This is an optimization exercise on Yosys and OpenROAD, whose aim is small area, a short achievable clock period and few clock cycles per item, not a production implementation.
Where RTL was checked, it was by simulation tests only, not by an equivalence proof against the original.
Only the layout flow was run in runs 1 to 3; the RTL was not checked for function there.

==> flow/design.v <==
module re_dist_add #(parameter W = 8) (
    input  wire [W-1:0] a,
    input  wire [W-1:0] b,
    input  wire         cin,
    output wire [W-1:0] s,
    output wire         cout
);
    localparam N = W + 1;
    localparam TOP = (N > 64) ? 64 : (N > 32) ? 32 : (N > 16) ? 16 : (N > 8) ? 8 : (N > 4) ? 4 : (N > 2) ? 2 : 1;
    reg [N-1:0] g, p;
    reg [W-1:0] hp;
    integer i, l;
    always @* begin
        g[0] = cin;
        p[0] = 1'b0;
        for (i = 0; i < W; i = i + 1) begin
            g[i+1] = a[i] & b[i];
            p[i+1] = a[i] ^ b[i];
            hp[i]  = a[i] ^ b[i];
        end
        for (l = 1; l < N; l = l * 2)
            for (i = 2 * l - 1; i < N; i = i + 2 * l) begin
                g[i] = g[i] | (p[i] & g[i-l]);
                p[i] = p[i] & p[i-l];
            end
        for (l = TOP; l >= 1; l = l / 2)
            for (i = 3 * l - 1; i < N; i = i + 2 * l) begin
                g[i] = g[i] | (p[i] & g[i-l]);
                p[i] = p[i] & p[i-l];
            end
    end
    assign s    = hp ^ g[W-1:0];
    assign cout = g[W];
endmodule
module re_dist (
    input  wire        clk,
    input  wire        rst,
    input  wire        start,
    input  wire        mode,
    input  wire [39:0] a,
    input  wire [39:0] b,
    input  wire [39:0] c,
    input  wire [39:0] d,
    input  wire [39:0] rx_time,
    output wire        ready,
    output reg         done,
    output wire        ok,
    output wire [63:0] tof,
    output wire [63:0] dist_mm
);
    localparam integer K = 4;
    localparam integer W = 65 + K;
    localparam [24:0] DIVC = 25'd32000000;
    localparam [24:0] CLO  = 25'd21896229;       
    localparam [2:0] S_IDLE = 3'd0,
                     S_M0   = 3'd1,
                     S_M1   = 3'd2,
                     S_M2   = 3'd3,
                     S_DIV  = 3'd4;
    reg [2:0]  state;
    reg [63:0] X;         
    reg        xo;        
    reg [39:0] Y;         
    reg [39:0] Cc;        
    reg [39:0] Dd;        
    reg [63:0] P;         
    reg [41:0] s;
    reg [1:0]  sc;        
    reg        bad;
    reg        okr;
    reg        started;
    reg [4:0]  pos;
    assign ready   = (state == S_IDLE);
    assign ok      = okr;
    assign tof     = {33'd0, P[30:0]};
    assign dist_mm = {30'd0, Cc[33:0]};
    wire [K-1:0] chunk = Y[K-1:0];
    wire         msub  = (state == S_M2);
    wire [W-1:0] pin   = msub ? ~{{(W-64){1'b0}}, P} : {{(W-64){1'b0}}, P};
    wire [W-1:0] row [0:K-1];
    genvar gi;
    generate
        for (gi = 0; gi < K; gi = gi + 1) begin : g_row
            assign row[gi] = {{(W-64){1'b0}}, X & {64{chunk[gi]}}} << gi;
        end
    endgenerate
    wire [W-1:0] s1 = row[0] ^ row[1] ^ row[2];
    wire [W-1:0] c1 = ((row[0] & row[1]) | (row[0] & row[2]) | (row[1] & row[2])) << 1;
    wire [W-1:0] s2 = pin ^ row[3] ^ s1;
    wire [W-1:0] c2 = ((pin & row[3]) | (pin & s1) | (row[3] & s1)) << 1;
    wire [W-1:0] s3 = c1 ^ s2 ^ c2;
    wire [W-1:0] c3 = ((c1 & s2) | (c1 & c2) | (s2 & c2)) << 1;
    wire [W-1:0] msum;
    wire         mco;
    re_dist_add #(.W(W)) u_madd (.a(s3), .b(c3), .cin(1'b0), .s(msum), .cout(mco));
    wire [W-1:0] acc   = msub ? ~msum : msum;
    wire         mbad  = (|acc[W-1:64]) | (xo & (|chunk));
    wire         ylast = ~(|Y[39:K]);
    reg  [41:0] sa_x, sa_y;
    reg         sa_c;
    always @* begin
        sa_x = {2'b00, X[39:0]};
        sa_y = {2'b00, Y};
        sa_c = 1'b0;
        if (state == S_M0) begin
            sa_x = {2'b00, Y};
            sa_y = {2'b11, ~P[39:0]};
            sa_c = 1'b1;
        end else if (sc == 2'd1) begin
            sa_x = s;
            sa_y = {2'b00, Cc};
        end else if (sc == 2'd2) begin
            sa_x = s;
            sa_y = {2'b00, Dd};
        end
    end
    wire [41:0] sa;
    wire        sa_co;
    re_dist_add #(.W(42)) u_sadd (.a(sa_x), .b(sa_y), .cin(sa_c), .s(sa), .cout(sa_co));
    wire [41:0] R = X[41:0];
    wire [42:0] trial;
    wire        q;           
    re_dist_add #(.W(43)) u_dsub (.a({R, P[63]}), .b(~{1'b0, s}), .cin(1'b1), .s(trial), .cout(q));
    wire [41:0] r_nxt = q ? trial[41:0] : {R[40:0], P[63]};
    wire [49:0] sk_diff;
    wire        sk_ge;
    re_dist_add #(.W(50)) u_skip (.a({R, P[63:56]}), .b(~{8'd0, s}), .cin(1'b1), .s(sk_diff), .cout(sk_ge));
    wire        skip8 = ~started & (pos >= 5'd8) & ~sk_ge;
    wire [33:0] Q  = Cc[33:0];
    wire [24:0] R2 = Dd[24:0];
    wire [25:0] r2a;
    wire        c0;        
    re_dist_add #(.W(26)) u_r2a (.a({R2, 1'b0}), .b(~{1'b0, DIVC}), .cin(1'b1), .s(r2a), .cout(c0));
    wire [24:0] r2n0 = c0 ? r2a[24:0] : {R2[23:0], 1'b0};
    wire [33:0] qn0  = {Q[32:0], c0};
    wire        c1a = (R2 >= 25'd5051886);       
    wire        c1b = (R2 >= 25'd21051886);      
    wire [25:0] k1  = c1b ? (26'd42103771 ^ 26'h3ffffff) + 26'd1
                    : c1a ? (26'd10103771 ^ 26'h3ffffff) + 26'd1
                    : {1'b0, CLO};
    wire [25:0] t1;
    wire        t1co;
    re_dist_add #(.W(26)) u_t1 (.a({R2, 1'b0}), .b(k1), .cin(1'b0), .s(t1), .cout(t1co));
    wire [24:0] r2n1 = t1[24:0];
    wire [32:0] h1, h2;      
    wire        h1co, h2co;
    re_dist_add #(.W(33)) u_q2 (.a(Q[33:1]), .b(33'd0), .cin(1'b1), .s(h1), .cout(h1co));
    re_dist_add #(.W(33)) u_q3 (.a(Q[33:1]), .b({32'd0, Q[0]}), .cin(1'b1), .s(h2), .cout(h2co));
    wire [33:0] qp2 = {h1, Q[0]};                
    wire [33:0] qp3 = {h2, ~Q[0]};               
    wire [33:0] qn1 = c1b ? {qp3[32:0], 1'b0} : {qp2[32:0], c1a};
    wire        sready = (sc == 2'd3);
    always @(posedge clk) begin
        if (rst) begin
            state <= S_IDLE;
            done  <= 1'b0;
            okr   <= 1'b0;
        end else begin
            done <= 1'b0;
            if (state == S_M1 || state == S_M2 || state == S_DIV) begin
                if (!sready) begin
                    s  <= sa;
                    sc <= sc + 2'd1;
                end
            end
            case (state)
                S_IDLE: begin
                    if (start) begin
                        xo  <= 1'b0;
                        bad <= 1'b0;
                        okr <= 1'b0;
                        sc  <= 2'd0;
                        Dd  <= d;
                        if (mode) begin
                            X     <= {24'd0, b};
                            Y     <= rx_time;
                            Cc    <= a;
                            P     <= {24'd0, c};
                            state <= S_M0;
                        end else begin
                            X     <= {24'd0, a};
                            Y     <= b;
                            Cc    <= c;
                            P     <= 64'd0;
                            state <= S_M1;
                        end
                    end
                end
                S_M0: begin
                    Y     <= sa[39:0];
                    P     <= 64'd0;
                    state <= S_M1;
                end
                S_M1, S_M2: begin
                    P   <= acc[63:0];
                    bad <= bad | mbad;
                    X   <= X << K;
                    xo  <= xo | (|X[63:64-K]);
                    Y   <= Y >> K;
                    if (ylast) begin
                        if (state == S_M1) begin
                            X     <= {24'd0, Cc};
                            xo    <= 1'b0;
                            Y     <= Dd;
                            state <= S_M2;
                        end else if (bad | mbad) begin
                            done  <= 1'b1;
                            state <= S_IDLE;
                        end else begin
                            X       <= {33'd0, acc[63:31]};
                            P       <= {acc[30:0], 33'd0};
                            pos     <= 5'd30;
                            started <= 1'b0;
                            state   <= S_DIV;
                        end
                    end
                end
                S_DIV: begin
                    if (sready) begin
                        if (skip8) begin
                            X[41:0] <= {R[33:0], P[63:56]};
                            P       <= {P[55:0], 8'd0};
                            pos     <= pos - 5'd8;
                        end else begin
                            X[41:0] <= r_nxt;
                            P       <= {P[62:0], q};
                            pos     <= pos - 5'd1;
                            started <= started | q;
                            if (started) begin
                                Cc[33:0] <= q ? qn1 : qn0;
                                Dd[24:0] <= q ? r2n1 : r2n0;
                            end else begin
                                Cc[33:0] <= q ? 34'd4 : 34'd0;
                                Dd[24:0] <= q ? CLO : 25'd0;
                            end
                            if (pos == 5'd0) begin
                                okr   <= |s;
                                done  <= 1'b1;
                                state <= S_IDLE;
                            end
                        end
                    end
                end
                default: state <= S_IDLE;
            endcase
        end
    end
endmodule
==> flow/run.sh <==
#!/bin/bash
# synth_recipe.tcl (not shown) runs the flow's synth.tcl, then flattens the netlist and writes it again
# the make line also repeats each setting of config.mk as NAME=value (left out here)
make -C /OpenROAD-flow-scripts/flow DESIGN_CONFIG=/design/flow/config.mk WORK_HOME=/design/flow/orfs CLKGATE_MAP_FILE= SYNTH_SCRIPT=/design/flow/synth_recipe.tcl finish
==> flow/config.mk <==
export PLATFORM = sky130hd
export DESIGN_NAME = re_dist
export DESIGN_NICKNAME = re_dist
export VERILOG_FILES = /design/flow/design.v
export SDC_FILE = /design/flow/constraint.sdc
export NUM_CORES = 4
export LEC_CHECK = 0
export CAP_MARGIN = 20
export CORE_MARGIN = 2
export CORE_UTILIZATION = 40
export PLACE_DENSITY = 0.6
export SLEW_MARGIN = 20
==> flow/constraint.sdc <==
create_clock -name core_clock -period 12.0 [get_ports {clk}]
set_input_delay 2.4000 -clock core_clock [delete_from_list [all_inputs] [get_ports {clk}]]
set_output_delay 2.4000 -clock core_clock [all_outputs]
set_load 0.01 [all_outputs]
==> results by group, run 1 <==
Timing
  • Fin. max-slew vios: 0
  • Clk_skew: 0.0718 ns
  • Normalized max-slew margin: 0.163
  • Sum of negative setup slack: 0 ns
  • Endpoints failing setup: 0
  • Worst-Margin Slew: 1.25 ns
  • Final critical-path share of the clock period: 0.861
  • RSZ-0062 raised after global routing: no
  • Min cycle time layout: 10.33 ns
  • Fin. Hold Viols: 0
  • Fmax: 0.0968 GHz

Setup path
  • CP arrival: 10.64 ns
  • CP delay by family, top: simple AND/OR/NAND/NOR gates
  • Reg2reg start: state[1]$_SDFFE_PP0P_
  • Crit Path Class: flip-flop to flip-flop
  • CP Launch Type: flip-flop
  • WP data required: 12.31 ns
  • Most used cell, CP: buf_4
  • Peak per-stage delay on the critical path: 0.76 ns
  • CP max-delay cell: nand2_1
  • Worst Setup SP: state[1]$_SDFFE_PP0P_
  • CP Max Fanout: 60
  • Crit. End Element: flip-flop
  • Crit path buf inv count: 6

Global routing
  • Total grt overflow: 0
  • Vias in the first global route: around 31000
  • First-pass GRT wire length: 237000 um
  • Overall Global Routing Usage: 0.357
  • Pin count of the biggest net entering global routing: 71
  • Initial antenna violation count: 19

Die
  • Top-Level Pins: 335
  • Die area: ~93000 sq um
  • Die span in y: 305 um
  • Row cnt: 110
  • Initial cell density of the core: 0.403
  • Chip width: 305 um
  • Core ar.: about 90000 sq um

Clock network
  • Clock root cell: clkbuf_16
  • CTS max path bufs: 3
  • TritonCTS Buffers: slightly above 40
  • CTS sink count: slightly above 300
  • Worst-path clk slew: 0.06 ns
  • Number of H-tree levels: 2
  • Clk Latency, worst-skew pair: 0.63 ns
  • Post-CTS Setup Bufs: 0
  • Post_cts resized: 0
  • CTS tree: yes
  • # hold bufs at CTS: 0

Min path
  • Worst Hold Launch: Dd[26]$_DFFE_PP_
  • Tightest Hold Check Type: flip-flop to flip-flop

Logic synthesis
  • Post-synth design cell area: 36200 sq um
  • Netlist cell types: 80
  • Synthesized area per cell: 9.03 sq um
  • Synth warn: 7
  • Fraction of synthesis flops using an asynchronous set or reset pin: 0
  • Post-synth top flop: edfxtp_1
  • Yosys reg bits: approximately 310
  • Sequential cell area fraction in the yosys report: 0.252
  • Area fraction of the dominant cell type after synthesis: 0.249
  • Top cells by area, synth: edfxtp_1 25%, fa_1 15%, ha_1 8.4%
  • Post-Synthesis Cells: between 4000 and 5000
  • Area leader, netlist: edfxtp_1
  • Number of enable flip-flop cells after synthesis: 300

Job
  • Max-Cap Viols: 0

Cells and area
  • Layout Nets: 4783
  • Fillers: 8904
  • Commonest non-fill, non-tap cell in the layout: nand2_1
  • Most frequent cells in the layout: 425 x nand2_1, 409 x inv_1, 300 x edfxtp_1
  • Area delta synth->final: 12.3%
  • Share of cells above drive strength 1: 0.0485
  • Cell area after layout: 40700 sq um

Detailed routing
  • First-pass iteration count of the detailed router: 7
  • DRT antenna net count: 0
  • DRC: 0
  • Wire per inst: approximately 32 um
  • DR vias/cell: 6.28
  • Total Wirelength: 170000 um
  • Via count: 33198
  • 1st-iter DRT viols: 4931

Placement
  • Gpl congestion: 1.02
  • Post-DP HPWL: ~130000 um
  • IO buf count: around 270
  • Post-Place Cell Area: approximately 39000 sq um

Run status
  • Outcome: no timing/DRC/antenna violations
## kinds of logic (layout without fill, tap and decap cells)
family | Yosys count | in the layout | synth area share
other cells | 2 | 76 | 0.000207
simple gates | 989 | 989 | 0.127
xor+xnor | 236 | 236 | 0.0571
mux | 226 | 226 | 0.0635
fa+ha+maj | 510 | 510 | 0.232
buf+inv | 790 | 815 | 0.0970
compound gates | 951 | 951 | 0.172
flops | 305 | 305 | 0.252
## worst reg2reg max path: cells and delay by family (launching register included)
kind,cells,cell delay (ns)
DFF,1,0.67
xor gates and xnor gates,2,0.37
buffers and inverters,6,2.32
AOI/OAI and AO/OA,10,2.27
adders and majority gates,4,1.73
and+or+nand+nor,9,2.66
## through the flow
step | utilization | setup WS, ns | std cells | hold WS (ns)
after floorplan | - | 4.15 | 4075 | 0.490
after global placement | 0.436 | 2.06 | 5202 | 0.559
after detailed placement | 0.437 | 1.93 | 5202 | 0.564
after CTS | 0.452 | 1.86 | 5276 | 0.582
after global routing | 0.452 | 1.30 | 5277 | 0.620
final | 0.452 | 1.67 | 5284 | 0.586
## synthesized netlist by cell type, drive strengths merged, types with 9 or more instances
library cell / instances
and4: 10
and2: 141
clkbuf: 188
nand2b: 24
a31oi: 46
or3: 10
o21ai: 205
xnor2: 203
nand4: 32
a22oi: 16
o211ai: 31
a211oi: 14
o22a: 20
o22ai: 113
and3: 19
mux2i: 195
nand2: 430
fa: 268
mux2: 31
nor2: 211
buf: 189
ha: 242
inv: 410
nand3: 35
a21o: 93
xor2: 33
nor4: 23
o21a: 12
a221o: 64
o31ai: 9
a21oi: 220
o21bai: 14
nor3: 22
nor2b: 18
o221ai: 43
edfxtp: 300
## layout make-up
| class | instances | area, sq um | share of cell area |
|---|---|---|---|
| Antenna cell | 8 | 20.0 | 0.000492 |
| Clock buffer | 49 | 1060 | 0.0260 |
| Clock inverter | 25 | 348 | 0.00855 |
| Inverter | 413 | 1550 | 0.0382 |
| Multi-Input combinational cell | 2980 | 24000 | 0.589 |
| Sequential cell | 305 | 9110 | 0.224 |
| Tap cell | 1176 | 1470 | 0.0362 |
| Timing Repair Buffer | 328 | 3140 | 0.0773 |
## state kept, by name, summed over array words and instances (netlist names)
signal	count
sc	2
P	64
pos	5
state	3
okr	1
bad	1
Y	40
Dd	40
s	42
xo	1
done	1
X	64
started	1
Cc	40
## layer usage
metal | up-vias | global-route usage | wire [um]
met2 | 2486 | 0.498 | 68900
met3 | 513 | 0.130 | 24500
met5 | - | 0.00672 | 289
li1 | 13913 | - | -
met1 | 16260 | 0.465 | 64400
met4 | 26 | 0.225 | 12000
## worst paths after layout
path                     endpoint  slack, ns  depth (start not counted)
setup / recovery   P[4]$_DFFE_PP_       1.67                         31
hold / removal    Y[26]$_DFFE_PP_       0.59                          1
setup reg to reg   P[4]$_DFFE_PP_       1.67                         31
hold reg to reg   Y[26]$_DFFE_PP_       0.59                          1
==> run 2, diff against run 1 <==
--- a/flow/design.v
+++ b/flow/design.v
@@ -76,6 +76,5 @@
     assign dist_mm = {30'd0, Cc[33:0]};
     wire [K-1:0] chunk = Y[K-1:0];
-    wire         msub  = (state == S_M2);
-    wire [W-1:0] pin   = msub ? ~{{(W-64){1'b0}}, P} : {{(W-64){1'b0}}, P};
+    wire [W-1:0] pin   = {{(W-64){1'b0}}, P};
     wire [W-1:0] row [0:K-1];
     genvar gi;
@@ -94,5 +93,6 @@
     wire         mco;
     re_dist_add #(.W(W)) u_madd (.a(s3), .b(c3), .cin(1'b0), .s(msum), .cout(mco));
-    wire [W-1:0] acc   = msub ? ~msum : msum;
+    wire [W-1:0] acc   = msum;
+    wire [63:0]  dval  = ~msum[63:0];        
     wire         mbad  = (|acc[W-1:64]) | (xo & (|chunk));
     wire         ylast = ~(|Y[39:K]);
@@ -200,17 +200,20 @@
                     if (ylast) begin
                         if (state == S_M1) begin
+                            P     <= ~acc[63:0];
                             X     <= {24'd0, Cc};
                             xo    <= 1'b0;
                             Y     <= Dd;
                             state <= S_M2;
-                        end else if (bad | mbad) begin
-                            done  <= 1'b1;
-                            state <= S_IDLE;
                         end else begin
-                            X       <= {33'd0, acc[63:31]};
-                            P       <= {acc[30:0], 33'd0};
+                            X       <= {33'd0, dval[63:31]};
+                            P       <= {dval[30:0], 33'd0};
                             pos     <= 5'd30;
                             started <= 1'b0;
-                            state   <= S_DIV;
+                            if (bad | mbad) begin
+                                done  <= 1'b1;
+                                state <= S_IDLE;
+                            end else begin
+                                state <= S_DIV;
+                            end
                         end
                     end
--- a/flow/config.mk
+++ b/flow/config.mk
@@ -10,3 +10,4 @@
 export CORE_UTILIZATION = 40
 export PLACE_DENSITY = 0.6
+export SETUP_SLACK_MARGIN = 5
 export SLEW_MARGIN = 20
==> results by group, run 2 <==
Placement
  • IO buf count: 271 (unchanged)
  • Post-DP HPWL: 130000 um (was 132000 um)
  • Post-Place Cell Area: 38600 sq um (was 39200 sq um)
  • Cell total after placement: 5200 (was 5202)
  • Gpl congestion: 1.04 (was 1.02)

Timing
  • Sum of negative setup slack: 0 ns (unchanged)
  • RSZ-0062 raised after global routing: no (unchanged)
  • Hold Slack: 0.528 ns (was 0.586 ns)
  • Worst-Margin Slew: 1.09 ns (was 1.25 ns)
  • Clk_skew: 0.0360 ns (was 0.0718 ns)
  • Endpoints failing setup: 0 (unchanged)
  • Fin. max-slew vios: 0 (unchanged)
  • Final critical-path share of the clock period: 0.566 (was 0.861)
  • Normalized max-slew margin: 0.266 (was 0.163)
  • Fmax: 0.147 GHz (was 0.0968 GHz)
  • Fin. Hold Viols: 0 (unchanged)
  • Min cycle time layout: 6.80 ns (was 10.33 ns)

Die
  • Chip width: 302 um (was 305 um)
  • Core ar.: 88100 sq um (was 89900 sq um)
  • Row cnt: 109 (was 110)
  • Die area: 91000 sq um (was 92900 sq um)
  • Die span in y: 302 um (was 305 um)
  • Top-Level Pins: 335 (unchanged)
  • Initial cell density of the core: 0.402 (was 0.403)

Global routing
  • Vias in the first global route: 31155 (was 31474)
  • First-pass GRT wire length: 238000 um (was 237000 um)
  • Pin count of the biggest net entering global routing: 130 (was 71)
  • Initial antenna violation count: 17 (was 19)
  • Overall Global Routing Usage: 0.370 (was 0.357)
  • Total grt overflow: 0 (unchanged)

Logic synthesis
  • Synth cell count leaders: 448 x nand2_1, 405 x inv_1, 300 x edfxtp_1 (was 429 x nand2_1, 409 x inv_1, 300 x edfxtp_1)
  • Top-count cell post-synth: nand2_1 (unchanged)
  • Area leader, netlist: edfxtp_1 (unchanged)
  • Area fraction of the dominant cell type after synthesis: 0.254 (was 0.249)
  • Fraction of synthesis flops using an asynchronous set or reset pin: 0 (unchanged)
  • Number of enable flip-flop cells after synthesis: 300 (unchanged)
  • Post-synth top flop: edfxtp_1 (unchanged)
  • Post-synthesis compound-gate area fraction: 0.179 (was 0.172)
  • Yosys reg bits: 305 (unchanged)
  • Post-synth design cell area: 35500 sq um (was 36200 sq um)
  • Post-Synthesis Cells: 3998 (was 4009)
  • Synth Area in XOR/XNOR: 0.0257 (was 0.0571)
  • Mux cell area share after synthesis: 0.0630 (was 0.0635)
  • Synth warn: 7 (unchanged)
  • Adder-Cell Fraction of Synth Area: 0.235 (was 0.232)
  • Synth Area in Simple Gates: 0.141 (was 0.127)
  • Sequential cell area fraction in the yosys report: 0.257 (was 0.252)
  • Top cells by area, synth: edfxtp_1 25%, fa_1 15%, ha_1 8.6% (was edfxtp_1 25%, fa_1 15%, ha_1 8.4%)
  • Netlist cell types: 72 (was 80)
  • Synthesized area per cell: 8.87 sq um (was 9.03 sq um)
  • Main combinational cell family by area after synthesis: adder cells (unchanged)

Cells and area
  • Layout Nets: 4803 (was 4783)
  • Commonest non-fill, non-tap cell in the layout: nand2_1 (unchanged)
  • Most frequent cells in the layout: 445 x nand2_1, 404 x inv_1, 300 x edfxtp_1 (was 425 x nand2_1, 409 x inv_1, 300 x edfxtp_1)
  • Share of cells above drive strength 1: 0.0536 (was 0.0485)
  • Cell area after layout: 40200 sq um (was 40700 sq um)
  • Largest regs: P (64), X (64), s (42) (unchanged)
  • Final cell count without fillers: 5297 (was 5284)
  • Fillers: 8731 (was 8904)
  • Area delta synth->final: 13.4% (was 12.3%)

Detailed routing
  • Wire per inst: 32.4 um (was 32.2 um)
  • DRT antenna net count: 0 (unchanged)
  • DR vias/cell: 6.25 (was 6.28)
  • Total Wirelength: 171000 um (was 170000 um)
  • Via count: 33129 (was 33198)
  • 1st-iter DRT viols: 4746 (was 4931)
  • DRC: 0 (unchanged)
  • First-pass iteration count of the detailed router: 7 (unchanged)

Setup path
  • CP Launch Type: flip-flop (unchanged)
  • WP data required: 12.35 ns (was 12.31 ns)
  • CP Cell Sequence: buf_12 -> nand2_1 -> fa_1 -> inv_1 -> fa_1 -> inv_1 -> fa_1 -> inv_1 -> ha_1 -> a21oi_1 -> o21ai_0 -> a221oi_2 -> nor2_1 -> a2111oi_2 -> o21bai_1 -> o41ai_4 -> nor3_1 -> nor4_2 -> nor3_1 -> fa_1 -> nor4_1 -> nand4_1 -> and2_1
  • R2R Setup Slk: 5.20 ns (was 1.67 ns)
  • Most used cell, CP: fa_1 (was buf_4)
  • CP Max Fanout: 65 (was 60)
  • Reg2reg start: Y[2]$_DFFE_PP_ (was state[1]$_SDFFE_PP0P_)
  • CP max-delay cell: fa_1 (was nand2_1)
  • Reg2reg path depth: 23 (was 31)
  • Crit Path Class: flip-flop to flip-flop (unchanged)
  • Setup crit end: bad$_SDFFCE_PP0P_ (was P[4]$_DFFE_PP_)
  • Worst reg2reg path endpoint: bad$_SDFFCE_PP0P_ (was P[4]$_DFFE_PP_)
  • CP arrival: 7.15 ns (was 10.64 ns)
  • Crit. End Element: flip-flop (unchanged)
  • Worst Setup SP: Y[2]$_DFFE_PP_ (was state[1]$_SDFFE_PP0P_)
  • Peak per-stage delay on the critical path: 0.56 ns (was 0.76 ns)

Run status
  • Outcome: no timing/DRC/antenna violations (unchanged)

Job
  • Max-Cap Viols: 0 (unchanged)

Clock network
  • TritonCTS Buffers: 42 (was 41)
  • CTS sink count: 305 (unchanged)
  • Clk Latency, worst-skew pair: 0.63 ns (about the same)
  • Clock root cell: clkbuf_16 (unchanged)
  • Worst-path clk slew: 0.06 ns (about the same)
  • CTS max path bufs: 3 (unchanged)
  • CTS tree: yes (unchanged)
  • Number of H-tree levels: 2 (unchanged)
  • # hold bufs at CTS: 0 (unchanged)

Min path
  • Tightest Hold Check Type: flip-flop to flip-flop (unchanged)
## run 2: cell types whose count changed after synthesis, sizes merged, moves of 17 or more
cell,before,now
nand2,430,448
o211a,1,27
nor2,211,260
o221ai,43,6
xnor2,203,59
and3,19,37
o211ai,31,10
a21oi,220,239
a31oi,46,29
o21ai,205,247
a211oi,14,35
## run 2: repair_timing
item	in CTS	in global routing
endpoints found under the setup margin	42	36
pin swaps	0	0
setup buffers	1	10
gates cloned	0	1
resized for setup	7	17
## run 2: cells by family after synthesis
logic type      count (synthesis)
xor+xnor                      104
buf+inv                       782
fa+ha+maj                     508
flops                         305
compound gates                987
mux                           220
simple gates                 1090
other cells                     2
## run 2: worst min path at each step
stage                      from          endpoint  slack [ns]  cells past startpoint
2_1_floorplan  okr$_SDFFE_PP0P_  okr$_SDFFE_PP0P_        0.50                      2
5_1_grt        okr$_SDFFE_PP0P_  okr$_SDFFE_PP0P_        0.56                      2
4_1_cts        okr$_SDFFE_PP0P_  okr$_SDFFE_PP0P_        0.53                      2
3_5_place_dp   okr$_SDFFE_PP0P_  okr$_SDFFE_PP0P_        0.51                      2
6_report       okr$_SDFFE_PP0P_  okr$_SDFFE_PP0P_        0.53                      2
3_3_place_gp   okr$_SDFFE_PP0P_  okr$_SDFFE_PP0P_        0.50                      2
## run 2: layer usage
metal | part of all wire | GRT usage
met1 | 0.38 | 0.485
met2 | 0.41 | 0.528
met3 | 0.14 | 0.128
met4 | 0.073 | 0.212
met5 | 0.00021 | 0
## run 2: through the flow
step            util  setup WS, ns
3_5_place_dp   0.439          4.48
4_1_cts        0.454          5.00
3_3_place_gp   0.438          4.58
6_report       0.456          5.20
2_1_floorplan      -          5.63
5_1_grt        0.456          4.97
## run 2: layout make-up
| class | count | area (sq um) | share of cell area |
|---|---|---|---|
| Antenna cell | 9 | 22.5 | 0.000560 |
| Clock buffer | 55 | 1100 | 0.0274 |
| Clock inverter | 21 | 243 | 0.00604 |
| Inverter | 405 | 1520 | 0.0378 |
| Multi-Input combinational cell | 2977 | 23300 | 0.579 |
| Sequential cell | 305 | 9110 | 0.227 |
| Tap cell | 1165 | 1460 | 0.0363 |
| Timing Repair Buffer | 360 | 3460 | 0.0860 |
## run 2: critical path, delay by kind of cell (launching register included)
| family | cells | cell delay, ns |
|---|---|---|
| flops | 1 | 0.43 |
| fa+ha+maj | 5 | 2.32 |
| buf+inv | 4 | 0.50 |
| simple gates | 8 | 1.52 |
| compound gates | 6 | 1.70 |
==> run 3, diff against run 2 <==
--- a/flow/design.v
+++ b/flow/design.v
@@ -90,7 +90,5 @@
     wire [W-1:0] s3 = c1 ^ s2 ^ c2;
     wire [W-1:0] c3 = ((c1 & s2) | (c1 & c2) | (s2 & c2)) << 1;
-    wire [W-1:0] msum;
-    wire         mco;
-    re_dist_add #(.W(W)) u_madd (.a(s3), .b(c3), .cin(1'b0), .s(msum), .cout(mco));
+    wire [W-1:0] msum = s3 + c3;
     wire [W-1:0] acc   = msum;
     wire [63:0]  dval  = ~msum[63:0];        
@@ -115,16 +113,10 @@
         end
     end
-    wire [41:0] sa;
-    wire        sa_co;
-    re_dist_add #(.W(42)) u_sadd (.a(sa_x), .b(sa_y), .cin(sa_c), .s(sa), .cout(sa_co));
+    wire [41:0] sa = sa_x + sa_y + {41'd0, sa_c};
     wire [41:0] R = X[41:0];
-    wire [42:0] trial;
-    wire        q;           
-    re_dist_add #(.W(43)) u_dsub (.a({R, P[63]}), .b(~{1'b0, s}), .cin(1'b1), .s(trial), .cout(q));
+    wire [43:0] trial = {1'b0, R, P[63]} - {2'b00, s};
+    wire        q     = ~trial[43];      
     wire [41:0] r_nxt = q ? trial[41:0] : {R[40:0], P[63]};
-    wire [49:0] sk_diff;
-    wire        sk_ge;
-    re_dist_add #(.W(50)) u_skip (.a({R, P[63:56]}), .b(~{8'd0, s}), .cin(1'b1), .s(sk_diff), .cout(sk_ge));
-    wire        skip8 = ~started & (pos >= 5'd8) & ~sk_ge;
+    wire        skip8 = ~started & (pos >= 5'd8) & ({R, P[63:56]} < {8'd0, s});
     wire [33:0] Q  = Cc[33:0];
     wire [24:0] R2 = Dd[24:0];
==> results by group, run 3 <==
Run status
  • Outcome: no timing/DRC/antenna violations (unchanged)

Logic synthesis
  • Top-count cell post-synth: nand2_1 (unchanged)
  • Post-synth top flop: edfxtp_1 (unchanged)
  • Number of enable flip-flop cells after synthesis: 300 (unchanged)
  • Sequential cell area fraction in the yosys report: 0.245 (was 0.257)
  • Area leader, netlist: edfxtp_1 (unchanged)
  • Post-synth design cell area: 37200 sq um (was 35500 sq um)
  • Top cells by area, synth: edfxtp_1 24%, fa_1 11%, ha_1 8.1% (was edfxtp_1 25%, fa_1 15%, ha_1 8.6%)
  • Synthesized area per cell: 8.63 sq um (was 8.87 sq um)
  • Synth warn: 3 (was 7)
  • Yosys reg bits: 305 (unchanged)
  • Netlist cell types: 85 (was 72)
  • Fraction of synthesis flops using an asynchronous set or reset pin: 0 (unchanged)
  • Synth cell count leaders: 478 x nand2_1, 320 x inv_1, 300 x edfxtp_1 (was 448 x nand2_1, 405 x inv_1, 300 x edfxtp_1)
  • Post-Synthesis Cells: 4306 (was 3998)
  • Area fraction of the dominant cell type after synthesis: 0.242 (was 0.254)

Cells and area
  • Commonest non-fill, non-tap cell in the layout: nand2_1 (unchanged)
  • Layout Nets: 4984 (was 4803)
  • Most frequent cells in the layout: 474 x nand2_1, 319 x inv_1, 300 x edfxtp_1 (was 445 x nand2_1, 404 x inv_1, 300 x edfxtp_1)
  • Largest regs: P (64), X (64), s (42) (unchanged)
  • Share of cells above drive strength 1: 0.0489 (was 0.0536)
  • Fillers: 9241 (was 8731)
  • Final cell count without fillers: 5633 (was 5297)
  • Area delta synth->final: 12.4% (was 13.4%)
  • Fin util: 0.454 (was 0.456)

Die
  • Top-Level Pins: 335 (unchanged)
  • Die area: 95400 sq um (was 91000 sq um)
  • Die span in y: 309 um (was 302 um)
  • Row cnt: 111 (was 109)
  • Initial cell density of the core: 0.404 (was 0.402)
  • Core ar.: 91900 sq um (was 88100 sq um)
  • Chip width: 309 um (was 302 um)

Global routing
  • First-pass GRT wire length: 248000 um (was 238000 um)
  • Initial antenna violation count: 15 (was 17)
  • Vias in the first global route: 33618 (was 31155)
  • Total grt overflow: 0 (unchanged)
  • Pin count of the biggest net entering global routing: 86 (was 130)
  • Overall Global Routing Usage: 0.360 (was 0.370)

Setup path
  • CP arrival: 7.33 ns (was 7.15 ns)
  • Peak per-stage delay on the critical path: 0.65 ns (was 0.56 ns)
  • CP Depth: 18 (was 23)
  • CP Cell Sequence: buf_4 -> nand2_1 -> fa_1 -> inv_1 -> fa_1 -> inv_1 -> fa_1 -> inv_1 -> ha_1 -> nand2_1 -> or3_1 -> or3_1 -> o22a_1 -> a221oi_2 -> a21boi_0 -> xnor2_1 -> nand2b_1 -> a221o_1 (was buf_12 -> nand2_1 -> fa_1 -> inv_1 -> fa_1 -> inv_1 -> fa_1 -> inv_1 -> ha_1 -> a21oi_1 -> o21ai_0 -> a221oi_2 -> nor2_1 -> a2111oi_2 -> o21bai_1 -> o41ai_4 -> nor3_1 -> nor4_2 -> nor3_1 -> fa_1 -> nor4_1 -> nand4_1 -> and2_1)
  • CP max-delay cell: buf_4 (was fa_1)
  • Crit. End Element: flip-flop (unchanged)
  • Crit path buf inv count: 4 (unchanged)
  • CP delay by family, top: adder cells (unchanged)
  • CP Launch Type: flip-flop (unchanged)
  • CP Max Fanout: 67 (was 65)
  • WP data required: 12.37 ns (was 12.35 ns)
  • Crit Path Class: flip-flop to flip-flop (unchanged)
  • Reg2reg path depth: 18 (was 23)

Clock network
  • CTS max path bufs: 3 (unchanged)
  • Number of H-tree levels: 2 (unchanged)
  • CTS tree: yes (unchanged)
  • Worst-path clk slew: 0.07 ns (was 0.06 ns)
  • Clk Latency, worst-skew pair: 0.63 ns (about the same)
  • TritonCTS Buffers: 43 (was 42)
  • CTS sink count: 305 (unchanged)
  • Post-CTS Setup Bufs: 0 (was 1)
  • Clock root cell: clkbuf_16 (unchanged)

Timing
  • Fmax: 0.144 GHz (was 0.147 GHz)
  • Worst-Margin Slew: 1.13 ns (was 1.09 ns)
  • Final critical-path share of the clock period: 0.580 (was 0.566)
  • Fin. max-slew vios: 0 (unchanged)
  • Clk_skew: 0.0409 ns (was 0.0360 ns)
  • Normalized max-slew margin: 0.248 (was 0.266)
  • Sum of negative setup slack: 0 ns (unchanged)
  • RSZ-0062 raised after global routing: no (unchanged)
  • Endpoints failing setup: 0 (unchanged)
  • Hold Slack: 0.536 ns (was 0.528 ns)
  • Min cycle time layout: 6.96 ns (was 6.80 ns)
  • Fin. Hold Viols: 0 (unchanged)

Min path
  • Hold path depth: 2 (unchanged)
  • Tightest Hold Check Type: flip-flop to flip-flop (unchanged)

Detailed routing
  • DRC: 0 (unchanged)
  • DRT antenna net count: 0 (unchanged)
  • 1st-iter DRT viols: 5121 (was 4746)
  • Total Wirelength: 176000 um (was 171000 um)
  • First-pass iteration count of the detailed router: 11 (was 7)
  • DR vias/cell: 6.42 (was 6.25)
  • Via count: 36145 (was 33129)
  • Wire per inst: 31.3 um (was 32.4 um)

Placement
  • IO buf count: 271 (unchanged)
  • Cell total after placement: 5540 (was 5200)
  • Post-DP HPWL: 137000 um (was 130000 um)
  • Gpl congestion: 1.01 (was 1.04)

Job
  • Max-Cap Viols: 0 (unchanged)
-- run 3: path summary, 6_finish.rpt --
kind                                       start          endpoint  slack, ns
worst max-delay path              Y[2]$_DFFE_PP_   P[59]$_DFFE_PP_       5.04
worst min-delay path            okr$_SDFFE_PP0P_  okr$_SDFFE_PP0P_       0.54
worst max register to register    Y[2]$_DFFE_PP_   P[59]$_DFFE_PP_       5.04
worst min register to register  okr$_SDFFE_PP0P_  okr$_SDFFE_PP0P_       0.54
-- run 3: area by class of cell --
cell class	instances	area, sq um	share of cell area
multi-input combinational	3340	25200	0.603
sequential	305	9110	0.218
timing repair buffer	332	3180	0.0760
tap	1243	1560	0.0372
inverter	320	1200	0.0288
clock buffer	47	1110	0.0266
clock inverter	33	380	0.00911
antenna	13	32.5	0.000779
-- run 3: routing by layer --
| metal | up-vias | GRT usage | share of wire | wire length [um] |
|---|---|---|---|---|
| li1 | 15447 | - | - | - |
| met5 | - | 0 | 0.00053 | 93 |
| met1 | 17455 | 0.461 | 0.38 | 67400 |
| met2 | 2653 | 0.533 | 0.42 | 73100 |
| met4 | 14 | 0.229 | 0.080 | 14000 |
| met3 | 576 | 0.102 | 0.12 | 21500 |
-- run 3: stage by stage --
stage	area (sq um)	setup slack [ns]
after floorplan	37400	5.38
after global placement	40200	5.26
after detailed placement	40200	5.25
after CTS	41700	5.18
after global routing	41700	5.05
final	41800	5.04
-- run 3: kinds of logic after synthesis --
group,share of synthesized area
mux,0.0728
xor+xnor,0.0393
simple gates,0.152
other cells,0.000202
buf+inv,0.0878
compound gates,0.215
flops,0.245
fa+ha+maj,0.187
-- run 3: timing repair --
item,4_1_cts,5_1_grt
hold buffers,0,0
resized for setup,0,1
setup endpoints to repair,0,3
-- run 3: worst reg2reg max path: stages (launching register included) --
cell and delay (ns):
edfxtp_1 0.32, buf_4 0.65, nand2_1 0.26, fa_1 0.52
inv_1 0.05, fa_1 0.48, inv_1 0.06, fa_1 0.51
inv_1 0.05, ha_1 0.43, nand2_1 0.23, or3_1 0.44
or3_1 0.37, o22a_1 0.26, a221oi_2 0.63, a21boi_0 0.36
xnor2_1 0.65, nand2b_1 0.13, a221o_1 0.32
==> run 4, diff against run 3 <==
--- a/flow/design.v
+++ b/flow/design.v
@@ -101,7 +101,7 @@
         sa_y = {2'b00, Y};
         sa_c = 1'b0;
-        if (state == S_M0) begin
-            sa_x = {2'b00, Y};
-            sa_y = {2'b11, ~P[39:0]};
+        if (state == S_IDLE) begin
+            sa_x = {2'b00, rx_time};
+            sa_y = {2'b11, ~c};
             sa_c = 1'b1;
         end else if (sc == 2'd1) begin
@@ -164,23 +164,16 @@
                         sc  <= 2'd0;
                         Dd  <= d;
+                        P     <= 64'd0;
+                        state <= S_M1;
                         if (mode) begin
-                            X     <= {24'd0, b};
-                            Y     <= rx_time;
-                            Cc    <= a;
-                            P     <= {24'd0, c};
-                            state <= S_M0;
+                            X  <= {24'd0, b};
+                            Y  <= sa[39:0];
+                            Cc <= a;
                         end else begin
-                            X     <= {24'd0, a};
-                            Y     <= b;
-                            Cc    <= c;
-                            P     <= 64'd0;
-                            state <= S_M1;
+                            X  <= {24'd0, a};
+                            Y  <= b;
+                            Cc <= c;
                         end
                     end
-                end
-                S_M0: begin
-                    Y     <= sa[39:0];
-                    P     <= 64'd0;
-                    state <= S_M1;
                 end
                 S_M1, S_M2: begin
==> results by group, run 4 <==
Die
  • Die span in y: 305 um (was 309 um)
  • Top-Level Pins: 335 (unchanged)
  • Initial cell density of the core: 0.403 (was 0.404)
  • Core ar.: 90000 sq um (was 91900 sq um)
  • Row cnt: 110 (was 111)
  • Chip width: 305 um (was 309 um)
  • Die area: 93100 sq um (was 95400 sq um)

Logic synthesis
  • Post-synth design cell area: 36300 sq um (was 37200 sq um)
  • Area leader, netlist: edfxtp_1 (unchanged)
  • Synth warn: 3 (unchanged)
  • Post-synth top flop: edfxtp_1 (unchanged)
  • Area fraction of the dominant cell type after synthesis: 0.248 (was 0.242)
  • Top cells by area, synth: edfxtp_1 25%, fa_1 11%, ha_1 8.3% (was edfxtp_1 24%, fa_1 11%, ha_1 8.1%)
  • Synthesized area per cell: 8.65 sq um (was 8.63 sq um)
  • Synth cell count leaders: 469 x nand2_1, 341 x a21oi_1, 308 x inv_1 (was 478 x nand2_1, 320 x inv_1, 300 x edfxtp_1)
  • Number of enable flip-flop cells after synthesis: 300 (unchanged)
  • Fraction of synthesis flops using an asynchronous set or reset pin: 0 (unchanged)
  • Yosys reg bits: 305 (unchanged)
  • Post-Synthesis Cells: 4197 (was 4306)
  • Sequential cell area fraction in the yosys report: 0.251 (was 0.245)
  • Netlist cell types: 84 (was 85)
  • Top-count cell post-synth: nand2_1 (unchanged)

Placement
  • Post-DP HPWL: 112000 um (was 137000 um)
  • Gpl congestion: 0.999 (was 1.01)
  • Post-place setup slack: 5.06 ns (was 5.25 ns)
  • Cell total after placement: 5375 (was 5540)
  • IO buf count: 271 (unchanged)
  • Post-Place Cell Area: 39300 sq um (was 40200 sq um)

Detailed routing
  • DRT antenna net count: 0 (unchanged)
  • Wire per inst: 26.6 um (was 31.3 um)
  • Via count: 33506 (was 36145)
  • DRC: 0 (unchanged)
  • First-pass iteration count of the detailed router: 6 (was 11)
  • 1st-iter DRT viols: 3940 (was 5121)
  • Total Wirelength: 145000 um (was 176000 um)
  • DR vias/cell: 6.14 (was 6.42)

Timing
  • Setup ws final: 5.37 ns (was 5.04 ns)
  • Fin. max-slew vios: 0 (unchanged)
  • RSZ-0062 raised after global routing: no (unchanged)
  • Fin. Hold Viols: 0 (unchanged)
  • Clk_skew: 0.0591 ns (was 0.0409 ns)
  • Worst-Margin Slew: 1.14 ns (was 1.13 ns)
  • Min cycle time layout: 6.63 ns (was 6.96 ns)
  • Normalized max-slew margin: 0.238 (was 0.248)
  • Sum of negative setup slack: 0 ns (unchanged)
  • Final critical-path share of the clock period: 0.552 (was 0.580)
  • Fmax: 0.151 GHz (was 0.144 GHz)
  • Endpoints failing setup: 0 (unchanged)

Clock network
  • CTS max path bufs: 3 (unchanged)
  • # hold bufs at CTS: 0 (unchanged)
  • CTS tree: yes (unchanged)
  • CTS sink count: 305 (unchanged)
  • Clk Latency, worst-skew pair: 0.61 ns (was 0.63 ns)
  • Worst-path clk slew: 0.06 ns (was 0.07 ns)
  • Number of H-tree levels: 2 (unchanged)
  • TritonCTS Buffers: 41 (was 43)
  • Clock root cell: clkbuf_16 (unchanged)

Cells and area
  • Area delta synth->final: 12.2% (was 12.4%)
  • Most frequent cells in the layout: 467 x nand2_1, 341 x a21oi_1, 307 x inv_1 (was 474 x nand2_1, 319 x inv_1, 300 x edfxtp_1)
  • Layout Nets: 4884 (was 4984)
  • Share of cells above drive strength 1: 0.0479 (was 0.0489)
  • Final cell count without fillers: 5454 (was 5633)
  • Commonest non-fill, non-tap cell in the layout: nand2_1 (unchanged)
  • Fin util: 0.452 (was 0.454)
  • Cell area after layout: 40700 sq um (was 41800 sq um)
  • Largest regs: P (64), X (64), s (42) (unchanged)

Global routing
  • Total grt overflow: 0 (unchanged)
  • Vias in the first global route: 32727 (was 33618)
  • First-pass GRT wire length: 214000 um (was 248000 um)
  • Pin count of the biggest net entering global routing: 78 (was 86)
  • Initial antenna violation count: 5 (was 15)
  • Overall Global Routing Usage: 0.303 (was 0.360)

Min path
  • Tightest Hold Check Type: flip-flop to flip-flop (unchanged)

Setup path
  • CP arrival: 6.94 ns (was 7.33 ns)
  • WP data required: 12.31 ns (was 12.37 ns)
  • CP Launch Type: flip-flop (unchanged)
  • Crit. End Element: flip-flop (unchanged)
  • R2R Setup Slk: 5.37 ns (was 5.04 ns)
  • CP Max Fanout: 56 (was 67)
  • Crit Path Class: flip-flop to flip-flop (unchanged)

Run status
  • Outcome: no timing/DRC/antenna violations (unchanged)

Job
  • Max-Cap Viols: 0 (unchanged)
[run 4: cell types whose count changed after synthesis, moves of 22 or more]
cell,previous run,this run
a211oi_1,32,59
a21oi_1,290,341
mux2i_1,241,219
nor2_1,236,200
o21ai_0,269,247
o221ai_1,54,25
[run 4: layout make-up]
| type | instances | area [sq um] |
|---|---|---|
| fill | 8910 | 49300 |
| multi-input combinational | 3249 | 24400 |
| sequential | 305 | 9110 |
| timing repair buffer | 338 | 3240 |
| tap | 1176 | 1470 |
| inverter | 309 | 1160 |
| clock buffer | 51 | 1070 |
| clock inverter | 24 | 297 |
| antenna | 2 | 5.00 |
[run 4: routing by layer]
layer | vias to the layer above | track usage | routed length, um
li1 | 15007 | - | -
met5 | - | 0 | 18
met1 | 16474 | 0.404 | 59700
met4 | 2 | 0.134 | 7130
met3 | 307 | 0.0514 | 12600
met2 | 1716 | 0.485 | 65400
[run 4: metrics by stage]
stage | hold WS, ns
after floorplan | 0.523
after global placement | 0.601
after detailed placement | 0.607
after CTS | 0.621
after global routing | 0.654
final | 0.620
[run 4: cells by family (layout without fill, tap and decap cells)]
family                   count (synthesis)  in the layout  share of synthesized area
AO/OA/AOI/OAI                         1202           1202                      0.214
XOR/XNOR                               169            169                     0.0408
adder cells (fa/ha/maj)                436            436                      0.191
buffers and inverters                  709            722                     0.0875
flip-flops                             305            305                      0.251
multiplexers                           241            241                     0.0672
other                                    2             70                   0.000207
AND/OR/NAND/NOR                       1133           1133                      0.149
[run 4: critical path: stages, from the launching register on]
cell       delay (ns)
dfxtp_4          0.47
or3_2            0.51
buf_4            0.28
inv_2            0.49
buf_4            0.60
nand2_1          0.33
o21ai_0          0.20
ha_1             0.32
o21a_1           0.18
o31a_1           0.14
o311ai_0         0.90
a2111oi_2        0.30
o31ai_1          0.42
a21oi_1          0.18
o221a_2          0.29
o21ai_1          0.27
a21boi_1         0.13
o21bai_1         0.17
xor2_1           0.08
[run 4: timing repair]
item,in CTS,in global routing
setup buffers,0,0
setup endpoints to repair,0,1
gates resized for setup,0,1
hold endpoints to repair,0,0
[run 4: final timing paths]
kind                          from               to  cells past startpoint
min reg2reg       Dd[36]$_DFFE_PP_  Y[36]$_DFFE_PP_                      2
max          state[0]$_SDFFE_PP0P_  s[41]$_DFFE_PP_                     18
max reg2reg  state[0]$_SDFFE_PP0P_  s[41]$_DFFE_PP_                     18
min               Dd[36]$_DFFE_PP_  Y[36]$_DFFE_PP_                      2
Testbench counts of run 4, summed over its fixed seeds: cycles 8,135, items 320.
==> run 5, diff against run 4 <==
--- a/flow/design.v
+++ b/flow/design.v
@@ -49,5 +49,5 @@
     output wire [63:0] dist_mm
 );
-    localparam integer K = 4;
+    localparam integer K = 6;
     localparam integer W = 65 + K;
     localparam [24:0] DIVC = 25'd32000000;
@@ -84,10 +84,14 @@
         end
     endgenerate
-    wire [W-1:0] s1 = row[0] ^ row[1] ^ row[2];
-    wire [W-1:0] c1 = ((row[0] & row[1]) | (row[0] & row[2]) | (row[1] & row[2])) << 1;
-    wire [W-1:0] s2 = pin ^ row[3] ^ s1;
-    wire [W-1:0] c2 = ((pin & row[3]) | (pin & s1) | (row[3] & s1)) << 1;
-    wire [W-1:0] s3 = c1 ^ s2 ^ c2;
-    wire [W-1:0] c3 = ((c1 & s2) | (c1 & c2) | (s2 & c2)) << 1;
+    wire [W-1:0] sa1 = row[0] ^ row[1] ^ row[2];
+    wire [W-1:0] ca1 = ((row[0] & row[1]) | (row[0] & row[2]) | (row[1] & row[2])) << 1;
+    wire [W-1:0] sb1 = row[3] ^ row[4] ^ row[5];
+    wire [W-1:0] cb1 = ((row[3] & row[4]) | (row[3] & row[5]) | (row[4] & row[5])) << 1;
+    wire [W-1:0] sa2 = sa1 ^ ca1 ^ sb1;
+    wire [W-1:0] ca2 = ((sa1 & ca1) | (sa1 & sb1) | (ca1 & sb1)) << 1;
+    wire [W-1:0] sb2 = cb1 ^ pin ^ sa2;
+    wire [W-1:0] cb2 = ((cb1 & pin) | (cb1 & sa2) | (pin & sa2)) << 1;
+    wire [W-1:0] s3  = ca2 ^ sb2 ^ cb2;
+    wire [W-1:0] c3  = ((ca2 & sb2) | (ca2 & cb2) | (sb2 & cb2)) << 1;
     wire [W-1:0] msum = s3 + c3;
     wire [W-1:0] acc   = msum;
@@ -95,28 +99,34 @@
     wire         mbad  = (|acc[W-1:64]) | (xo & (|chunk));
     wire         ylast = ~(|Y[39:K]);
-    reg  [41:0] sa_x, sa_y;
-    reg         sa_c;
+    wire        sready = (sc == 2'd3);
+    wire [41:0] R = X[41:0];
+    reg  [42:0] ad_a, ad_b;
+    reg         ad_c;
     always @* begin
-        sa_x = {2'b00, X[39:0]};
-        sa_y = {2'b00, Y};
-        sa_c = 1'b0;
         if (state == S_IDLE) begin
-            sa_x = {2'b00, rx_time};
-            sa_y = {2'b11, ~c};
-            sa_c = 1'b1;
-        end else if (sc == 2'd1) begin
-            sa_x = s;
-            sa_y = {2'b00, Cc};
-        end else if (sc == 2'd2) begin
-            sa_x = s;
-            sa_y = {2'b00, Dd};
+            ad_a = {3'b000, rx_time};
+            ad_b = {3'b111, ~c};
+            ad_c = 1'b1;
+        end else if (!sready) begin
+            ad_a = (sc == 2'd0) ? {3'b000, X[39:0]} : {1'b0, s};
+            ad_b = (sc == 2'd0) ? {3'b000, Y} : (sc == 2'd1) ? {3'b000, Cc} : {3'b000, Dd};
+            ad_c = 1'b0;
+        end else begin
+            ad_a = {R, P[63]};
+            ad_b = ~{1'b0, s};
+            ad_c = 1'b1;
         end
     end
-    wire [41:0] sa = sa_x + sa_y + {41'd0, sa_c};
-    wire [41:0] R = X[41:0];
-    wire [43:0] trial = {1'b0, R, P[63]} - {2'b00, s};
-    wire        q     = ~trial[43];      
+    wire [42:0] ad_s;
+    wire        ad_co;
+    re_dist_add #(.W(43)) u_add (.a(ad_a), .b(ad_b), .cin(ad_c), .s(ad_s), .cout(ad_co));
+    wire [41:0] sa    = ad_s[41:0];
+    wire [42:0] trial = ad_s;
+    wire        q     = ad_co;           
     wire [41:0] r_nxt = q ? trial[41:0] : {R[40:0], P[63]};
-    wire        skip8 = ~started & (pos >= 5'd8) & ({R, P[63:56]} < {8'd0, s});
+    wire [49:0] sk_diff;
+    wire        sk_ge;
+    re_dist_add #(.W(50)) u_skip (.a({R, P[63:56]}), .b(~{8'd0, s}), .cin(1'b1), .s(sk_diff), .cout(sk_ge));
+    wire        skip8 = ~started & (pos >= 5'd8) & ~sk_ge;
     wire [33:0] Q  = Cc[33:0];
     wire [24:0] R2 = Dd[24:0];
@@ -142,5 +152,4 @@
     wire [33:0] qp3 = {h2, ~Q[0]};               
     wire [33:0] qn1 = c1b ? {qp3[32:0], 1'b0} : {qp2[32:0], c1a};
-    wire        sready = (sc == 2'd3);
     always @(posedge clk) begin
         if (rst) begin
==> results by group, run 5 <==
Min path
  • Worst Hold Launch: okr$_SDFFE_PP0P_ (was Dd[36]$_DFFE_PP_)
  • Hold path depth: 2 (unchanged)
  • WHS Endpoint: okr$_SDFFE_PP0P_ (was Y[36]$_DFFE_PP_)
  • Tightest Hold Check Type: flip-flop to flip-flop (unchanged)

Clock network
  • TritonCTS Buffers: 42 (was 41)
  • CTS sink count: 305 (unchanged)
  • Clock root cell: clkbuf_16 (unchanged)
  • Clk Latency, worst-skew pair: 0.64 ns (was 0.61 ns)
  • CTS max path bufs: 3 (unchanged)
  • Worst-path clk slew: 0.06 ns (about the same)
  • # hold bufs at CTS: 0 (unchanged)
  • Number of H-tree levels: 2 (unchanged)
  • CTS tree: yes (unchanged)

Logic synthesis
  • Fraction of synthesis flops using an asynchronous set or reset pin: 0 (unchanged)
  • Area leader, netlist: edfxtp_1 (unchanged)
  • Netlist cell types: 94 (was 84)
  • Number of enable flip-flop cells after synthesis: 300 (unchanged)
  • Post-synth top flop: edfxtp_1 (unchanged)
  • Yosys reg bits: 305 (unchanged)
  • Sequential cell area fraction in the yosys report: 0.233 (was 0.251)
  • Post-Synthesis Cells: 4430 (was 4197)
  • Area fraction of the dominant cell type after synthesis: 0.230 (was 0.248)
  • Top cells by area, synth: edfxtp_1 23%, fa_1 17%, ha_1 6.9% (was edfxtp_1 25%, fa_1 11%, ha_1 8.3%)
  • Synth warn: 5 (was 3)
  • Synth cell count leaders: 678 x nand2_1, 495 x inv_1, 338 x fa_1 (was 469 x nand2_1, 341 x a21oi_1, 308 x inv_1)
  • Synthesized area per cell: 8.83 sq um (was 8.65 sq um)
  • Post-synth design cell area: 39100 sq um (was 36300 sq um)
  • Top-count cell post-synth: nand2_1 (unchanged)

Detailed routing
  • DR vias/cell: 6.17 (was 6.14)
  • Via count: 35648 (was 33506)
  • 1st-iter DRT viols: 4839 (was 3940)
  • First-pass iteration count of the detailed router: 9 (was 6)
  • DRC: 0 (unchanged)
  • Total Wirelength: 163000 um (was 145000 um)
  • Wire per inst: 28.2 um (was 26.6 um)
  • DRT antenna net count: 0 (unchanged)

Timing
  • Endpoints failing setup: 0 (unchanged)
  • Normalized max-slew margin: 0.230 (was 0.238)
  • Min cycle time layout: 6.88 ns (was 6.63 ns)
  • Fmax: 0.145 GHz (was 0.151 GHz)
  • RSZ-0062 raised after global routing: no (unchanged)
  • Clk_skew: 0.0617 ns (was 0.0591 ns)
  • Fin. max-slew vios: 0 (unchanged)
  • Worst-Margin Slew: 1.15 ns (was 1.14 ns)
  • Sum of negative setup slack: 0 ns (unchanged)
  • Final critical-path share of the clock period: 0.573 (was 0.552)
  • Fin. Hold Viols: 0 (unchanged)

Setup path
  • Crit. End Element: flip-flop (unchanged)
  • Crit Path Class: input port to flip-flop (was flip-flop to flip-flop)
  • Worst reg2reg path endpoint: Y[34]$_DFFE_PP_ (was s[41]$_DFFE_PP_)
  • CP Launch Type: input port (was flip-flop)
  • Reg2reg path depth: 21 (was 18)
  • CP Max Fanout: 85 (was 56)
  • R2R Setup Slk: 5.23 ns (was 5.37 ns)
  • CP arrival: 7.29 ns (was 6.94 ns)
  • WP data required: 12.40 ns (was 12.31 ns)
  • Reg2reg start: state[0]$_SDFFE_PP0P_ (unchanged)

Run status
  • Outcome: no timing/DRC/antenna violations (unchanged)

Die
  • Die area: 100000 sq um (was 93100 sq um)
  • Row cnt: 114 (was 110)
  • Core ar.: 96900 sq um (was 90000 sq um)
  • Initial cell density of the core: 0.404 (was 0.403)
  • Top-Level Pins: 335 (unchanged)
  • Chip width: 317 um (was 305 um)
  • Die span in y: 317 um (was 305 um)

Cells and area
  • Share of cells above drive strength 1: 0.0659 (was 0.0479)
  • Layout Nets: 5220 (was 4884)
  • Cell area after layout: 43700 sq um (was 40700 sq um)
  • Area delta synth->final: 11.9% (was 12.2%)
  • Fillers: 9473 (was 8910)
  • Commonest non-fill, non-tap cell in the layout: nand2_1 (unchanged)
  • Most frequent cells in the layout: 677 x nand2_1, 494 x inv_1, 338 x fa_1 (was 467 x nand2_1, 341 x a21oi_1, 307 x inv_1)
  • Largest regs: P (64), X (64), s (42) (unchanged)
  • Fin util: 0.452 (about the same)

Placement
  • Post-DP HPWL: 124000 um (was 112000 um)
  • Post-Place Cell Area: 42200 sq um (was 39300 sq um)
  • Gpl congestion: 1.03 (was 0.999)
  • IO buf count: 271 (unchanged)

Global routing
  • Total grt overflow: 0 (unchanged)
  • Overall Global Routing Usage: 0.322 (was 0.303)
  • Initial antenna violation count: 4 (was 5)
  • First-pass GRT wire length: 238000 um (was 214000 um)
  • Vias in the first global route: 34550 (was 32727)
  • Pin count of the biggest net entering global routing: 94 (was 78)

Job
  • Max-Cap Viols: 0 (unchanged)
run 5: cell types whose count changed after synthesis, sizes merged, moves of 38 or more:
cell and delta:
a21o -38, a21oi -97, fa +142, inv +188, mux2 +40, mux2i -40
mux4 +40, nand2 +209, o211ai +41, o21ai +51, o22a -41
run 5: worst max path at each step:
| stage | startpoint | to | slack (ns) | cells after the start |
|---|---|---|---|---|
| 2_1_floorplan | rst | Cc[0]$_DFFE_PP_ | 5.61 | 2 |
| 3_5_place_dp | c[0] | Dd[18]$_DFFE_PP_ | 4.37 | 15 |
| 6_report | c[11] | X[11]$_DFFE_PP_ | 5.12 | 14 |
| 5_1_grt | state[2]$_SDFFE_PP0P_ | Y[34]$_DFFE_PP_ | 5.00 | 21 |
| 4_1_cts | state[0]$_SDFFE_PP0P_ | Dd[18]$_DFFE_PP_ | 5.01 | 18 |
| 3_3_place_gp | c[0] | Y[34]$_DFFE_PP_ | 4.56 | 17 |
run 5: through the flow:
stage	std cells	setup slack [ns]	hold slack (ns)
after floorplan	4496	5.61	0.516
after global placement	5692	4.56	0.506
after detailed placement	5692	4.37	0.500
after CTS	5768	5.01	0.511
after global routing	5771	5.00	0.545
final	5773	5.12	0.513
run 5: final cells by class:
class	instances	area [sq um]	area share
diodes	2	5.00	0.000114
clock inverters	26	267	0.00609
inverters	496	1860	0.0426
multi-input cells	3275	26500	0.606
clock buffers	50	1080	0.0247
flip-flops and latches	305	9110	0.208
well taps	1276	1600	0.0365
repair buffers	343	3330	0.0762
run 5: layer usage:
metal  vias to the layer above  GRT usage  routed length, um
met4                         2      0.134               8180
li1                      15269          -                  -
met5                         -          0                 13
met3                       358     0.0774              20000
met1                     17692      0.446              64700
met2                      2327      0.483              69700
run 5: logic make-up (layout without fill, tap and decap cells):
kind of cell / count (synthesis) / count (layout) / synth area share
other: 2 / 70 / 0.000192
buffers and inverters: 916 / 915 / 0.102
DFF: 305 / 305 / 0.233
and+or+nand+nor: 1222 / 1222 / 0.140
muxes: 281 / 281 / 0.0867
AOI/OAI and AO/OA: 1032 / 1032 / 0.170
xor gates and xnor gates: 119 / 119 / 0.0267
adders and majority gates: 553 / 553 / 0.242
run 5: what timing repair did:
item                                    CTS  global route
endpoints found under the setup margin   24           123
endpoints found under the hold margin     0             0
cloned                                    0             0
pin swaps                                 0             2
setup buffers                             0             2
gates resized for setup                   9            30
run 5: worst max-delay path, stage by stage:
cell and delay, ns:
clkdlybuf4s50_1 0.51, o21ai_0 0.58, ha_1 0.31, o21a_1 0.13, o211ai_1 0.09, a21oi_1 0.61, o311ai_2 0.34, a21oi_1 0.35
o221ai_4 0.29, o21ai_4 0.55, buf_12 0.48, mux2i_1 0.24, o21ai_0 0.11, a21o_1 0.17
Testbench counts of run 5, summed over its fixed seeds: cycles 6,976, items 320.

-- what the ideal ports hide --
No port has a modelled driver above. Below, the same layouts with a new extraction and two added sets of constraints.
Step 1 (the two cells are an assumption about what drives the block):
set clk [get_ports {clk}]
set_driving_cell -lib_cell sky130_fd_sc_hd__clkbuf_16 $clk
set_driving_cell -lib_cell sky130_fd_sc_hd__buf_2 [delete_from_list [all_inputs] $clk]
Step 2 adds t to the input delays and takes it off the output delays; t is the mean of the earliest and latest rising clock arrival at the registers after step 1. Input paths then give back, and output paths get back, about the clock's delay inside the block.
a / b / c = ideal ports / drivers / drivers and shift; a / b = the first two.
run	t (ns)	setup WS [ns]	worst setup path after step 2	cell pins on the clock port's net
run 1	0.669	1.670 / 1.670 / 1.670	register to register	1
run 2	0.684	5.203 / 5.203 / 5.203	register to register	1
run 3	0.693	5.038 / 5.038 / 5.038	register to register	1
run 4	0.650	5.371 / 5.371 / 5.018	input to register	1
run 5	0.679	5.119 / 5.148 / 4.468	input to register	1
After both steps every run listed still meets setup and hold. The setup slack of run 5, which loses most, moves by +0.029 ns with the drivers and by -0.651 ns with both steps.
